This is an optimization exercise on Yosys and OpenROAD, whose aim is small area, a short achievable clock period and few clock cycles, not a production implementation. Where RTL was checked, it was by simulation tests only, not by an equivalence proof against the original. Power figures rest on the tool's default switching activity, not on a simulated workload.

## hexcrc
module hexcrc (
    input  wire        clk,
    input  wire        rst,           
    input  wire        start,         
    input  wire [31:0] start_addr,
    input  wire [31:0] end_addr,
    output reg         busy,
    input  wire        in_valid,
    input  wire [7:0]  in_data,
    input  wire        in_end,        
    output wire        in_ready,
    output reg         done,          
    output wire [1:0]  status,        
    output wire [3:0]  err_code,      
    output wire [15:0] crc            
);
Size in the first run: ~1900 cells after synthesis, about 250 flip-flops.
clock: 7.0 ns
lec_check: 0
cap_margin: 20
core_margin: 2
core_utilization: 50
place_density: 0.65
setup_slack_margin: 4.5
slew_margin: 20
standard.sh (not shown) runs the stock make flow with config.mk's settings and CLKGATE_MAP_FILE= SYNTH_SCRIPT=/design/flow/synth_recipe.tcl, a recipe that flattens the netlist after the stock synthesis.
==> flow/flow/run.sh <==
#!/bin/bash
# Standard layout (the standard.sh: standard synthesis, floorplan, place,
# CTS, route, finish), except that the port buffers are buf_1 cells instead of
# the delay cells buffer_ports picks by default.  Every port still gets its
# own buffer.  make's full output goes to standard.log in the work folder;
# ORFS keeps each step's log under orfs/logs/.
set -euo pipefail
export BUFFER_PORTS_ARGS="-buffer_cell sky130_fd_sc_hd__buf_1"
bash standard.sh > standard.log 2>&1
The starting point finished with timing, DRC and antenna clean.
Next try:
- CORE_UTILIZATION: 50 -> 65
- PLACE_DENSITY: 0.65 -> 0.75
- SETUP_SLACK_MARGIN: 4.5 -> 4.2
=> Sequential share of layout area is higher by 1.3 points; clock-buffer cell count is lower by 8; final area is lower by 5.3%; total power is higher by 0.66%; worst setup slack gains 0.094 ns; clock power is about the same; global-route usage is higher by 7.1 points; synthesized cell count does not change; combinational power is lower by about 2%; final cell count is lower by 6.6%; via count is higher by 0.53%.
Next try:
- CTS_BUF_LIST: default -> sky130_fd_sc_hd__clkbuf_4 sky130_fd_sc_hd__clkbuf_8
Effect: Routed wire length increases slightly; total power drops by a few percent; cell area barely changes; utilization came out lower by 0.10 points; worst setup slack gets worse by 0.026 ns; die area does not change; hold slack got worse by 0.0055 ns; maximum frequency came out lower slightly.
No run of this note included a check of the RTL's function; only the layout flow was run.

Another version of the RTL of hexcrc (not shown whole).
For scale: ~1800 cells after synthesis, roughly 230 flip-flops, about 100 I/O pins, roughly 17000 um^2 of cells after synthesis.
clock: 7.0 ns
lec_check: 0
abc_clock_period_in_ps: 2500
cap_margin: 20
core_margin: 2
core_utilization: 50
place_density: 0.65
setup_slack_margin: 4.5
slew_margin: 20
run.sh (not shown) runs the stock make flow with config.mk's settings and CLKGATE_MAP_FILE= SYNTH_SCRIPT=/design/flow/synth_recipe.tcl, a recipe that flattens the netlist after the stock synthesis.
Stock flow here: none of the scripts above is used.
Then changed:
ABC_CLOCK_PERIOD_IN_PS = 3000   (was 2500)
SETUP_SLACK_MARGIN = 3.5   (was 4.5)
Combinational power fell by 28%.
Clock skew stays flat.
Worst hold slack gets worse by 17 ps.
Global-route usage fell by 3.8 points.
Setup slack gets worse by 190 ps.
Total power fell by 13%.
Final area fell by 18%.
Die area does not change.
Sequential share of layout area rose by 6.2 points.
Wire length fell by 16%.
Via count fell by 12%.
No functional check of the RTL was part of any run of this note.

hexcrc, a different RTL version from the one above (not shown whole).
Size in the first run: roughly 1900 cells after synthesis, about 250 flip-flops, about 100 I/O pins, roughly 0.017 mm^2 of cells after synthesis.
==> flow/design.v (excerpt) <==
module hexcrc (
    input  wire        clk,
    input  wire        rst,           
    input  wire        start,         
    input  wire [31:0] start_addr,
    input  wire [31:0] end_addr,
    output reg         busy,
    input  wire        in_valid,
    input  wire [7:0]  in_data,
    input  wire        in_end,        
    output wire        in_ready,
    output reg         done,          
    output wire [1:0]  status,        
    output wire [3:0]  err_code,      
    output wire [15:0] crc            
);
Settings: LEC_CHECK=0, CAP_MARGIN=20, CORE_MARGIN=2, CORE_UTILIZATION=50, CTS_BUF_LIST=sky130_fd_sc_hd__clkbuf_4 sky130_fd_sc_hd__clkbuf_8, PLACE_DENSITY=0.65, SETUP_SLACK_MARGIN=4.2, SLEW_MARGIN=20; clock period 7.0 ns.
standard.sh (not shown) runs the stock make flow with config.mk's settings and CLKGATE_MAP_FILE= SYNTH_SCRIPT=/design/flow/synth_recipe.tcl, a recipe that flattens the netlist after the stock synthesis.
Scripts as last shown in full above: flow/flow/run.sh
Testbench counts at the start, summed over its fixed seeds: cycles 137,353.
Then changed:
Settings changed: CORE_UTILIZATION 50 to 57, CTS_BUF_LIST sky130_fd_sc_hd__clkbuf_4 sky130_fd_sc_hd__clkbuf_8 to unset, CTS_CLUSTER_DIAMETER set to 60, CTS_CLUSTER_SIZE set to 28, PLACE_DENSITY 0.65 to 0.7.
Outcome: The new run produced a clean layout. Hold slack is better by 9.2 ps. Power goes up slightly. Non-clock buffer count drops by 5. Global-route usage rises by 3.6 points. First-iteration DRC count came out lower by a few percent. Maximum frequency barely changes. Setup slack got worse by 7.3 ps.
Then changed:
Settings changed: CORE_UTILIZATION 57 to 50, CTS_CLUSTER_DIAMETER 60 to unset, CTS_CLUSTER_SIZE 28 to unset, PLACE_DENSITY 0.7 to 0.65.
After rerunning: Area after synthesis is unchanged. Power drops by 1.5%. Global-route usage drops by 3.8 points.
Then changed:
Settings changed: CORE_UTILIZATION 50 to 65, PLACE_DENSITY 0.65 to 0.75, SETUP_SLACK_MARGIN 4.2 to 3.9.
Result:
- hold slack degrades by 6.8 ps
- critical path depth came out higher by 1
- clock-buffer cell count fell by 3
- routed wire length decreases by 2.8%
- die area shrinks by 23%

## run 1
hexcrc, a different RTL version from the one above (not shown whole).
Size: about 1900 cells after synthesis, ~240 flip-flops, ~100 I/O pins, about 17000 um2 of cells after synthesis.
## hexcrc
module hexcrc (
    input  wire        clk,
    input  wire        rst,           
    input  wire        start,         
    input  wire [31:0] start_addr,
    input  wire [31:0] end_addr,
    output reg         busy,
    input  wire        in_valid,
    input  wire [7:0]  in_data,
    input  wire        in_end,        
    output wire        in_ready,
    output reg         done,          
    output wire [1:0]  status,        
    output wire [3:0]  err_code,      
    output wire [15:0] crc            
);
Settings: LEC_CHECK=0, CAP_MARGIN=20, CORE_MARGIN=2, CORE_UTILIZATION=50, PLACE_DENSITY=0.65, SETUP_SLACK_MARGIN=3.9, SLEW_MARGIN=20; clock period 7.0 ns.
Scripts as last shown in full above: flow/flow/run.sh
Run 1 did not stop at any stage, and its layout met the timing, design-rule and antenna checks.
Setup changes, run 1 to run 5
# run 1
export LEC_CHECK = 0
export CAP_MARGIN = 20
export CORE_MARGIN = 2
export CORE_UTILIZATION = 50
export PLACE_DENSITY = 0.65
export SETUP_SLACK_MARGIN = 3.9
export SLEW_MARGIN = 20
create_clock -name core_clock -period 7.0 [get_ports {clk}]
# run 5
export LEC_CHECK = 0
export CAP_MARGIN = 20
export CORE_MARGIN = 2
export CORE_UTILIZATION = 50
export PLACE_DENSITY = 0.65
export SETUP_SLACK_MARGIN = 3.5
export SLEW_MARGIN = 20
create_clock -name core_clock -period 7.0 [get_ports {clk}]
## What came out
Run 5 reached the final stage; the timing, design-rule and antenna checks on its layout passed. From run 5 to run 1, number of endpoints with negative hold slack in the final report did not move at all. [compare] base=run 1 new=run 5: final core utilization shrank by 1.5 points, routed wire length moved down. Between run 5 and run 1, the power does not differ in any meaningful way. [compare] base=run 1 new=run 5: maximum clock skew at final layout held steady, maximum number of pins on one net before global-route repair rose by 1. Run 5: final cell count without fillers is 32 lower than what run 1 reported. In the metrics for run 5 and run 1, the one carrying the higher total number of nets in the final design is run 1.
Function was not checked in any run of this note: the RTL went through the layout flow alone.

static timing again, ports no longer ideal:
Ports are ideal in the flow. The routed layouts listed here were re-timed in OpenROAD. Step 1 sets driving cells, clkbuf_16 on the clock port and buf_2 on the other inputs (assumed; they add their load-dependent delay and slew). Step 2 adds t to the input delays and takes it off the output delays; t is the mean of the earliest and latest rising clock arrival at the registers after step 1. Input paths then give back, and output paths get back, about the clock's delay inside the block. Three values: no drivers, after step 1, after step 2; two values: the first two.
run	shift t [ns]	setup slack, ns	slew at the worst register clock pin (ns)
the first run of note 1	0.633	3.664 / 3.664 / 3.664	0.07 / 0.07
the second run of note 1	0.623	3.759 / 3.759 / 3.759	0.07 / 0.07
the third run of note 1	0.600	3.733 / 3.733 / 3.733	0.07 / 0.07
the first run of note 2	0.611	3.726 / 3.726 / 3.726	0.07 / 0.07
the second run of note 2	0.595	3.539 / 3.539 / 3.115	0.07 / 0.07
the first run of note 3	0.627	4.029 / 4.029 / 4.029	0.06 / 0.06
the second run of note 3	0.595	4.022 / 4.022 / 4.022	0.08 / 0.08
the third run of note 3	0.612	4.016 / 4.016 / 4.016	0.07 / 0.07
the fourth run of note 3	0.593	3.928 / 3.928 / 3.928	0.07 / 0.07
run 1	0.611	3.788 / 3.788 / 3.788	0.07 / 0.07
run 5	0.612	3.506 / 3.506 / 3.506	0.06 / 0.06
After both steps every run listed still meets setup and hold. For the second run of note 2, which loses most, drivers alone change the setup slack by 0.000 ns; drivers and shift together by -0.424 ns.
